From an optimization exercise on the open Yosys and OpenROAD flow, aimed at small area; shortcuts taken in it are not production practice. In this exercise RTL edits were held to simulation tests only and were not proved equivalent to the original. Power figures rest on the tool's default switching activity, not on a simulated workload.

**flow/config.mk**
```make
export PLATFORM = sky130hd
export DESIGN_NAME = x10_core
export DESIGN_NICKNAME = x10_core
export VERILOG_FILES = /design/flow/design.v
export SDC_FILE = /design/flow/constraint.sdc
export NUM_CORES = 4
export LEC_CHECK = 0
export CAP_MARGIN = 20
export CORE_MARGIN = 2
export CORE_UTILIZATION = 40
export SLEW_MARGIN = 20
```
**flow/constraint.sdc**
```tcl
create_clock -name core_clock -period 10.0 [get_ports {clk}]
set_input_delay 2.0000 -clock core_clock [delete_from_list [all_inputs] [get_ports {clk}]]
set_output_delay 2.0000 -clock core_clock [all_outputs]
set_load 0.01 [all_outputs]
```
**flow/design.v**
```verilog
module x10_ctrl (
    input  wire       clk,
    input  wire       load,
    input  wire [2:0] cfg_sel,
    input  wire [2:0] cfg_max,
    input  wire [2:0] cfg_mult,
    input  wire [1:0] cfg_idle,
    input  wire       act_valid,
    input  wire [2:0] act_unit,
    input  wire       act_on,
    input  wire       slow_tick,
    output reg        od_valid,
    output wire [2:0] od_slot,
    output wire [2:0] mux_slot
);
    reg [2:0] max_camera;
    reg [2:0] scan_mult;
    reg [1:0] idle_mode;
    reg [2:0] cam;
    reg       scan;
    reg [3:0] tcnt;
    assign od_slot  = cam;
    assign mux_slot = cam;
    wire idle_scan = (idle_mode == 2'd0);
    wire idle_prio = (idle_mode == 2'd1);
    wire [2:0] prev_c = (cam <= 3'd1) ? max_camera : cam - 3'd1;
    wire [2:0] next_c = (cam >= max_camera) ? 3'd1 : cam + 3'd1;
    wire act_row = act_valid && (act_unit != 3'd0) &&
                   !((act_unit <= 3'd4) && (act_unit > max_camera));
    reg [2:0] nx_cam;
    reg       nx_scan;
    reg [3:0] nx_tcnt;
    always @(*) begin
        nx_cam  = cam;
        nx_scan = scan;
        nx_tcnt = tcnt;
        if (act_row) begin
            case ({act_unit, act_on})
                {3'd5, 1'b1}: nx_scan = 1'b1;
                {3'd5, 1'b0}: begin nx_scan = 1'b0; nx_cam = 3'd0; end
                {3'd6, 1'b1}: begin nx_scan = 1'b0; nx_cam = prev_c; end
                {3'd6, 1'b0}: begin nx_scan = 1'b0; nx_cam = next_c; end
                default:
                    if (act_on) begin
                        nx_scan = 1'b0;
                        nx_cam  = act_unit;
                    end else if (cam == act_unit) begin
                        if (idle_scan) nx_scan = 1'b1;
                        else if (idle_prio) begin nx_scan = 1'b0; nx_cam = 3'd1; end
                    end
            endcase
            if (!(nx_scan && scan))
                nx_tcnt = 4'd0;
        end else if (slow_tick) begin
            if (scan ? (tcnt[2:0] == scan_mult) : (tcnt == 4'd12)) begin
                nx_tcnt = 4'd0;
                if (scan)
                    nx_cam = next_c;
                else if (idle_scan)
                    nx_scan = 1'b1;
                else if (idle_prio)
                    nx_cam = 3'd1;
            end else begin
                nx_tcnt = tcnt + 4'd1;
            end
        end
    end
    always @(posedge clk) begin
        if (load) begin
            max_camera <= cfg_max;
            scan_mult  <= cfg_mult;
            idle_mode  <= cfg_idle;
            tcnt       <= 4'd0;
            cam        <= (cfg_idle == 2'd1) ? 3'd1 : cfg_sel;
            scan       <= (cfg_idle == 2'd0);
            od_valid   <= 1'b1;
        end else begin
            cam        <= nx_cam;
            scan       <= nx_scan;
            tcnt       <= nx_tcnt;
            od_valid   <= (nx_cam != cam);
        end
    end
endmodule
module x10_core (
    input  wire       clk,
    input  wire       rst,             
    input  wire       cfg_variant_b,
    input  wire [2:0] cfg_sel,
    input  wire [2:0] cfg_max,
    input  wire [2:0] cfg_mult,
    input  wire [3:0] cfg_house,
    input  wire [1:0] cfg_idle,
    input  wire       ev_valid,
    input  wire [1:0] ev_kind,         
    input  wire [7:0] ev_data,
    output wire       ev_ready,
    output wire       tx_valid,
    output wire [7:0] tx_data,
    input  wire       tx_ready,
    output wire       od_valid,
    output wire [2:0] od_slot,
    output wire [2:0] mux_slot,
    output reg        rep_valid,
    output wire [7:0] rep_byte,
    output reg        want_resync
);
    localparam [2:0] M_IDLE  = 3'd0;    
    localparam [2:0] M_MASK  = 3'd1;    
    localparam [2:0] M_PAY   = 3'd2;    
    localparam [2:0] M_DISC  = 3'd3;    
    localparam [2:0] M_TX    = 3'd4;    
    localparam [2:0] M_RUN   = 3'd6;    
    localparam [2:0] M_FLUSH = 3'd7;    
    function [3:0] house_a(input [3:0] raw);
        case (raw)
            4'h0: house_a = 4'd12; 4'h1: house_a = 4'd4;
            4'h2: house_a = 4'd2;  4'h3: house_a = 4'd10;
            4'h4: house_a = 4'd14; 4'h5: house_a = 4'd6;
            4'h6: house_a = 4'd0;  4'h7: house_a = 4'd8;
            4'h8: house_a = 4'd13; 4'h9: house_a = 4'd5;
            4'hA: house_a = 4'd3;  4'hB: house_a = 4'd11;
            4'hC: house_a = 4'd15; 4'hD: house_a = 4'd7;
            4'hE: house_a = 4'd1;  default: house_a = 4'd9;
        endcase
    endfunction
    function [2:0] device_a(input [3:0] raw);
        case (raw)
            4'h6: device_a = 3'd1;
            4'hE: device_a = 3'd2;
            4'h2: device_a = 3'd3;
            4'hA: device_a = 3'd4;
            4'h1: device_a = 3'd5;
            4'h9: device_a = 3'd6;
            default: device_a = 3'd0;
        endcase
    endfunction
    function [3:0] house_b(input [3:0] raw);
        case (raw)
            4'h0: house_b = 4'd12; 4'h1: house_b = 4'd13;
            4'h2: house_b = 4'd14; 4'h3: house_b = 4'd15;
            4'h4: house_b = 4'd2;  4'h5: house_b = 4'd3;
            4'h6: house_b = 4'd0;  4'h7: house_b = 4'd1;
            4'h8: house_b = 4'd4;  4'h9: house_b = 4'd5;
            4'hA: house_b = 4'd6;  4'hB: house_b = 4'd7;
            4'hC: house_b = 4'd10; 4'hD: house_b = 4'd11;
            4'hE: house_b = 4'd8;  default: house_b = 4'd9;
        endcase
    endfunction
    localparam [3:0] B_NONE = 4'b1001;
    function [3:0] code_b(input [7:0] u);
        code_b = (!u[7] && u[2:0] == 3'd0 && !(u[6] && u[3])) ? u[6:3] : B_NONE;
    endfunction
    reg       variant_b;
    reg [3:0] house_code;
    reg [2:0] mode;
    reg [3:0] cnt;           
    reg [31:0] q;            
    reg [2:0] last_unit;     
    reg [5:0] tk;            
    reg       b_mine;
    reg [3:0] b_code;
    reg [3:0] token;         
    assign ev_ready = !mode[2];
    wire accept    = ev_valid && !mode[2];
    wire acc_byte  = accept && (ev_kind == 2'd0);
    wire acc_tick  = accept && (ev_kind == 2'd1);
    wire acc_sync  = accept && (ev_kind == 2'd2);
    wire load      = rst || (accept && (ev_kind == 2'd3));
    assign tx_valid = (mode == M_TX);
    assign tx_data  = cnt[3] ? 8'hC3 : (cnt[2:0] == 3'd7) ? 8'h9B : 8'h00;
    assign rep_byte = {q[28], q[24], q[20], q[16], q[12], q[8], q[4], q[0]};
    wire       pay_mine = (house_a(ev_data[7:4]) == house_code);
    wire       pay_func = q[0];
    wire [3:0] pay_act  = {(pay_mine && pay_func && ev_data[3:1] == 3'b001) ?
                           last_unit : 3'd0, !ev_data[0]};
    wire b_go = acc_byte && variant_b && (cnt == 3'd4) && (ev_data == 8'hAD) &&
                b_mine && (token != b_code);
    wire tk_wrap   = variant_b ? tk[2] : (tk == 6'd59);
    wire slow_tick = acc_tick && (!variant_b || tk_wrap);
    wire       act_valid = (mode == M_RUN) || b_go;
    wire [2:0] act_unit  = (mode == M_RUN) ? q[3:1] :
                           (b_code[3] ? (b_code[1] ? 3'd6 : 3'd5) : {1'b0, b_code[0], b_code[1]} + 3'd1);
    wire       act_on    = (mode == M_RUN) ? q[0] : !b_code[2];
    x10_ctrl u_ctrl (
        .clk       (clk),
        .load      (load),
        .cfg_sel   (cfg_sel),
        .cfg_max   (cfg_max),
        .cfg_mult  (cfg_mult),
        .cfg_idle  (cfg_idle),
        .act_valid (act_valid && !(b_go && b_code[3] && b_code[0])),
        .act_unit  (act_unit),
        .act_on    (act_on),
        .slow_tick (slow_tick),
        .od_valid  (od_valid),
        .od_slot   (od_slot),
        .mux_slot  (mux_slot)
    );
    wire cnt_end = (cnt == 4'd1);
    always @(posedge clk) begin
        rep_valid <= 1'b0;
        if (load) begin
            variant_b   <= cfg_variant_b;
            house_code  <= cfg_house;
            mode        <= M_FLUSH;
            cnt         <= 4'd8;
            last_unit   <= 3'd0;
            tk          <= 6'd0;
            want_resync <= 1'b0;
            token       <= B_NONE;
        end else begin
            case (mode)
                M_IDLE: if (acc_byte) begin
                    if (!variant_b) begin
                        if (ev_data == 8'h5A) begin
                            mode <= M_TX; cnt <= 4'd9;
                        end else if (ev_data == 8'h00) begin
                            mode <= M_TX; cnt <= 4'd1;
                        end else if (ev_data == 8'hA5) begin
                            mode <= M_TX; cnt <= 4'd7;
                        end else if (ev_data == 8'h55) begin
                        end else if (ev_data <= 8'd9) begin
                            mode <= M_MASK; cnt <= ev_data[3:0];
                        end else begin
                            rep_valid <= 1'b1;
                            {q[28], q[24], q[20], q[16], q[12], q[8], q[4], q[0]} <= ev_data;
                            mode <= M_DISC; cnt <= 4'd10;
                        end
                    end else begin
                        case (cnt)
                            4'd0: cnt <= (ev_data == 8'hD5) ? 4'd1 : 4'd0;
                            4'd1: cnt <= (ev_data == 8'hAA) ? 4'd2 : 4'd0;
                            4'd2: begin
                                b_mine <= (house_b(ev_data[7:4]) == house_code);
                                cnt <= 4'd3;
                            end
                            4'd3: begin
                                b_code <= code_b(ev_data);
                                cnt <= 4'd4;
                            end
                            default: begin
                                cnt <= 4'd0;
                                if (b_go) token <= b_code;
                            end
                        endcase
                    end
                end
                M_MASK, M_PAY, M_DISC: if (acc_byte) begin
                    if (mode == M_MASK)
                        {q[28], q[24], q[20], q[16], q[12], q[8], q[4], q[0]} <= ev_data;
                    if (mode == M_PAY) begin
                        q <= {pay_act, q[31:4]};
                        if (pay_mine && !pay_func)
                            last_unit <= device_a(ev_data[3:0]);
                    end
                    if (cnt_end) begin
                        mode <= (mode == M_DISC) ? M_IDLE : M_RUN;
                        cnt  <= 4'd8;
                    end else begin
                        if (mode == M_MASK) mode <= M_PAY;
                        cnt <= cnt - 4'd1;
                    end
                end
                M_TX: if (tx_ready) begin
                    cnt <= cnt - 4'd1;
                    if (cnt[2:0] == 3'd1)
                        mode <= M_IDLE;
                end
                default: begin
                    q   <= {4'd0, q[31:4]};
                    cnt <= cnt - 4'd1;
                    if (cnt_end) begin
                        mode <= M_IDLE;
                        cnt  <= 4'd0;
                    end
                end
            endcase
            if (acc_tick) begin
                if (variant_b) token <= B_NONE;
                if (tk_wrap) begin
                    tk <= 6'd0;
                    if (!variant_b) want_resync <= 1'b1;
                end else begin
                    tk <= tk + 6'd1;
                end
            end
            if (acc_sync && mode == M_IDLE)
                want_resync <= 1'b0;
        end
    end
endmodule
```
**flow/run.sh**
```bash
#!/bin/bash
# synth_recipe.tcl (not shown) runs the flow's synth.tcl, then flattens the netlist and writes it again
# the make line also repeats each setting of config.mk as NAME=value (left out here)
make -C /OpenROAD-flow-scripts/flow DESIGN_CONFIG=/design/flow/config.mk WORK_HOME=/design/flow/orfs CLKGATE_MAP_FILE= SYNTH_SCRIPT=/design/flow/synth_recipe.tcl finish
```
==> out/metrics.cfg <==
[final_layout]
antenna_cells=0
post_route_cells_drive_above_1_share_pct=7.71
multi_input_area_um2=2650
seq_area_um2=2130
syn_to_final_growth_pct=16.0
final_util_pct=47.3
final_nets=622
fill_cells=1173
fin_cells=743

[floorplan]
io_pins=57
dieWidth_um=117
die_area_um2=13700
initial_core_util_pct=40.8
rows=41
core_um2=12600
die_h_um=117

[routing]
vias=4225
drc=0
routed_wl_um=12700
routedWlPerCell_um=17.0
antenna_left=0
vias_per_cell=5.69
drt_iter0_markers=490
firstDrtPassIters=5

[synth]
synth_area_per_cell_um2=9.51
synth_common_cells=51 x edfxtp_1, 44 x nor2_1, 39 x a21oi_1, 39 x nand2_1
ys_types=78
yosys_warnings=2
synth_area_leaders=edfxtp_1 30%, dfxtp_1 12%, ha_1 6.3%
synth_top_area_cell=edfxtp_1
ys.flop_type=edfxtp_1
synth_edf_count=51
synth_seq_cells=81
async_flop_share_pct=0
synth_area_um2=5130
synth.yosys.seq_area_share_pct=41.6
synth_top_area_share_pct=29.9
syn_inst=539
synth_most_common_cell=edfxtp_1

[global_route]
grt_pass1_vias=4057
grt_pass1_wl_um=20100
overflow=0
antenna_found_initial=0
grt.total_usage_pct=19.0
grt_max_degree=28

[cts]
clock-sinks=81
clockRootBuffer=clkbuf_16
cts_tree=done
cts_resized=0
cts_buffers=9
ctsHoldBuffers=0
worstSkewPairLatency_ns=0.35
htreeDepth=3
clockBufferDepth=2
post-cts-setup-buffer-count=0
cts.clk_slew.worst_paths_ns=0.07

[worst_setup_path]
timing.rr.end=u_ctrl.cam[2]
reg2reg_slack_ns=6.45
path_depth=9
r2r_cells=11
worstSetupEndpointType=flop
slowest_stage=a21oi_1
arrival_ns=4.63
rr_startpoint=mode[0]
worstSetupPathType=in -> reg
cp-startpoint=ev_data[6]
critPathMaxFanout=8
crit_required_ns=9.98
crit_chain=clkdlybuf4s50_1 -> inv_1 -> ha_1 -> nor2b_1 -> a32o_1 -> nor2_1 -> nand3_1 -> or3_1 -> a21oi_1
critPathTopFamily=compound AO/OA/AOI/OAI gates
crit_path_end=q[4]
max_stage_delay_ns=0.63
crit_buf_inv=2
startpoint_type=input port

[sta]
worst_pin_slew_ns=0.992
finalCritPeriodShare_pct=46.4
final_max_slew_viol_count=0
period_needed_ns=4.64
final.setup.tns_ns=0
fmax_ghz=0.215
fin_hold_ws_ns=0.416
hold_viol_final=0
relSlewSlack_pct=32.0
grt_setup_unrepaired=no
setup_viol=0
fin_worst_skew_ns=0.00803

[pwr]
p_leak_nw=2.18
power_density_nw_per_um2=171
vdd_drop_max_mv=0.0722

[placed_design]
gp_congestion=0.919
dp.cells=727
place_hpwl_um=9030
io_buffer_count=54

[run]
maxCapViolations=0

[worst_hold_path]
hold_class=reg -> reg

[outcome]
status=complete, no violations

## cell usage in the layout, fill, tap and decap left out, types with 3 or more instances in the layout
| master | instances |
|---|---|
| o22ai_1 | 4 |
| a211o_1 | 4 |
| o31ai_1 | 5 |
| dfxtp_1 | 30 |
| nor4_1 | 5 |
| o211ai_1 | 4 |
| clkbuf_16 | 9 |
| a32oi_1 | 3 |
| edfxtp_1 | 51 |
| inv_1 | 24 |
| or3_1 | 5 |
| and3_1 | 6 |
| mux2i_1 | 7 |
| clkdlybuf4s50_1 | 54 |
| a31oi_1 | 5 |
| nand3_1 | 14 |
| mux2_2 | 8 |
| nand2_1 | 39 |
| o32ai_1 | 3 |
| nor2b_1 | 6 |
| a211oi_1 | 11 |
| buf_4 | 4 |
| xnor2_1 | 10 |
| o21ai_0 | 30 |
| and2_1 | 4 |
| nor3_1 | 22 |
| o21ai_1 | 3 |
| nand4_1 | 5 |
| xor2_1 | 8 |
| ha_1 | 26 |
| nand2b_1 | 10 |
| mux2i_4 | 3 |
| nand3b_1 | 3 |
| nor2_1 | 43 |
| a21oi_1 | 39 |
| nor4b_1 | 4 |
## area by class of cell
class                      count  area share, %
multi-input combinational    390           44.6
sequential                    81           35.8
timing repair buffer          58           9.59
clock buffer                  10           3.85
tap                          172           3.62
inverter                      26           1.68
clock inverter                 6          0.841
## how the worst min path moves through the flow
stage	from	end	slack (ns)	depth (start not counted)
final	q[21]	q[17]	0.42	0
after detailed placement	q[5]	q[1]	0.41	0
after global placement	q[19]	q[15]	0.40	0
after global routing	q[29]	q[25]	0.42	0
after floorplan	q[14]	q[10]	0.40	0
after CTS	q[21]	q[17]	0.42	0
## registers in the layout, summed over array words and instances (netlist names)
| signal | count |
|---|---|
| b_code | 4 |
| b_mine | 1 |
| cnt | 4 |
| house_code | 4 |
| last_unit | 3 |
| mode | 3 |
| q | 32 |
| rep_valid | 1 |
| tk | 6 |
| token | 4 |
| u_ctrl.cam | 3 |
| u_ctrl.idle_mode | 2 |
| u_ctrl.max_camera | 3 |
| u_ctrl.od_valid | 1 |
| u_ctrl.scan | 1 |
| u_ctrl.scan_mult | 3 |
| u_ctrl.tcnt | 4 |
| variant_b | 1 |
| want_resync | 1 |
## cell families after synthesis
| kind of cell | synth area share [%] |
|---|---|
| AO/OA/AOI/OAI | 17.9 |
| other | 0.0731 |
| buffers and inverters | 6.93 |
| adder cells (fa/ha/maj) | 6.56 |
| flip-flops | 41.6 |
| AND/OR/NAND/NOR | 19.1 |
| multiplexers | 4.73 |
| XOR/XNOR | 3.07 |
## power breakdown
part           total [mW]  switching [mW]  internal [mW]  leakage [nW]
Clock               0.320           0.148          0.172         0.135
Sequential          0.438          0.0401          0.398         0.743
Combinational       0.260           0.139          0.121          1.30
## worst reg2reg max path, stage by stage (launching register included)
cell	delay, ns
dfxtp_1	0.68
nand3b_4	0.34
mux2i_4	0.38
inv_4	0.15
ha_1	0.33
nor2b_1	0.13
o21ai_0	0.14
a32oi_1	0.09
maj3_2	0.35
or2_1	0.38
o32a_1	0.41
o21ai_1	0.10
## per-stage QoR
| step | cell area [µm²] | total power, mW | worst slack [ns] |
|---|---|---|---|
| global route | 5950 | 1.07 | 5.11 |
| floorplan | 5130 | 0.624 | 5.73 |
| global placement | 5660 | 0.699 | 5.10 |
| CTS | 5940 | 1.03 | 5.36 |
| detailed placement | 5660 | 0.702 | 5.00 |
| finish | 5950 | 1.02 | 5.36 |
## metal layers
layer / GRT usage [%] / wire (µm)
met5: 0 / 0
met4: 10.1 / 474
met2: 31.6 / 5980
met1: 22.8 / 5590
met3: 4.74 / 622

## what the ideal ports hide
No port has a modelled driver above. Below, the same layout with a new extraction and two added sets of constraints.
Step 1 sets driving cells, clkbuf_16 on the clock port and buf_2 on the other inputs (assumed; they add their load-dependent delay and slew).
Step 2, shift: input delay + t, output delay - t, t = (earliest + latest rising clock arrival at the registers) / 2. This alone moves slack from input paths to output paths.
a / b / c = ideal ports / drivers / drivers and shift; a / b = the first two.
shift t [ns]: 0.388
setup slack, ns: 5.355 / 5.368 / 4.980
latest minus earliest clock arrival (ns): 0.008 / 0.008
worst slew at a driven data input, ns: 0.04
After both steps setup and hold are still met in this run. The setup slack of this run moves by +0.013 ns with the drivers and by -0.375 ns with both steps.
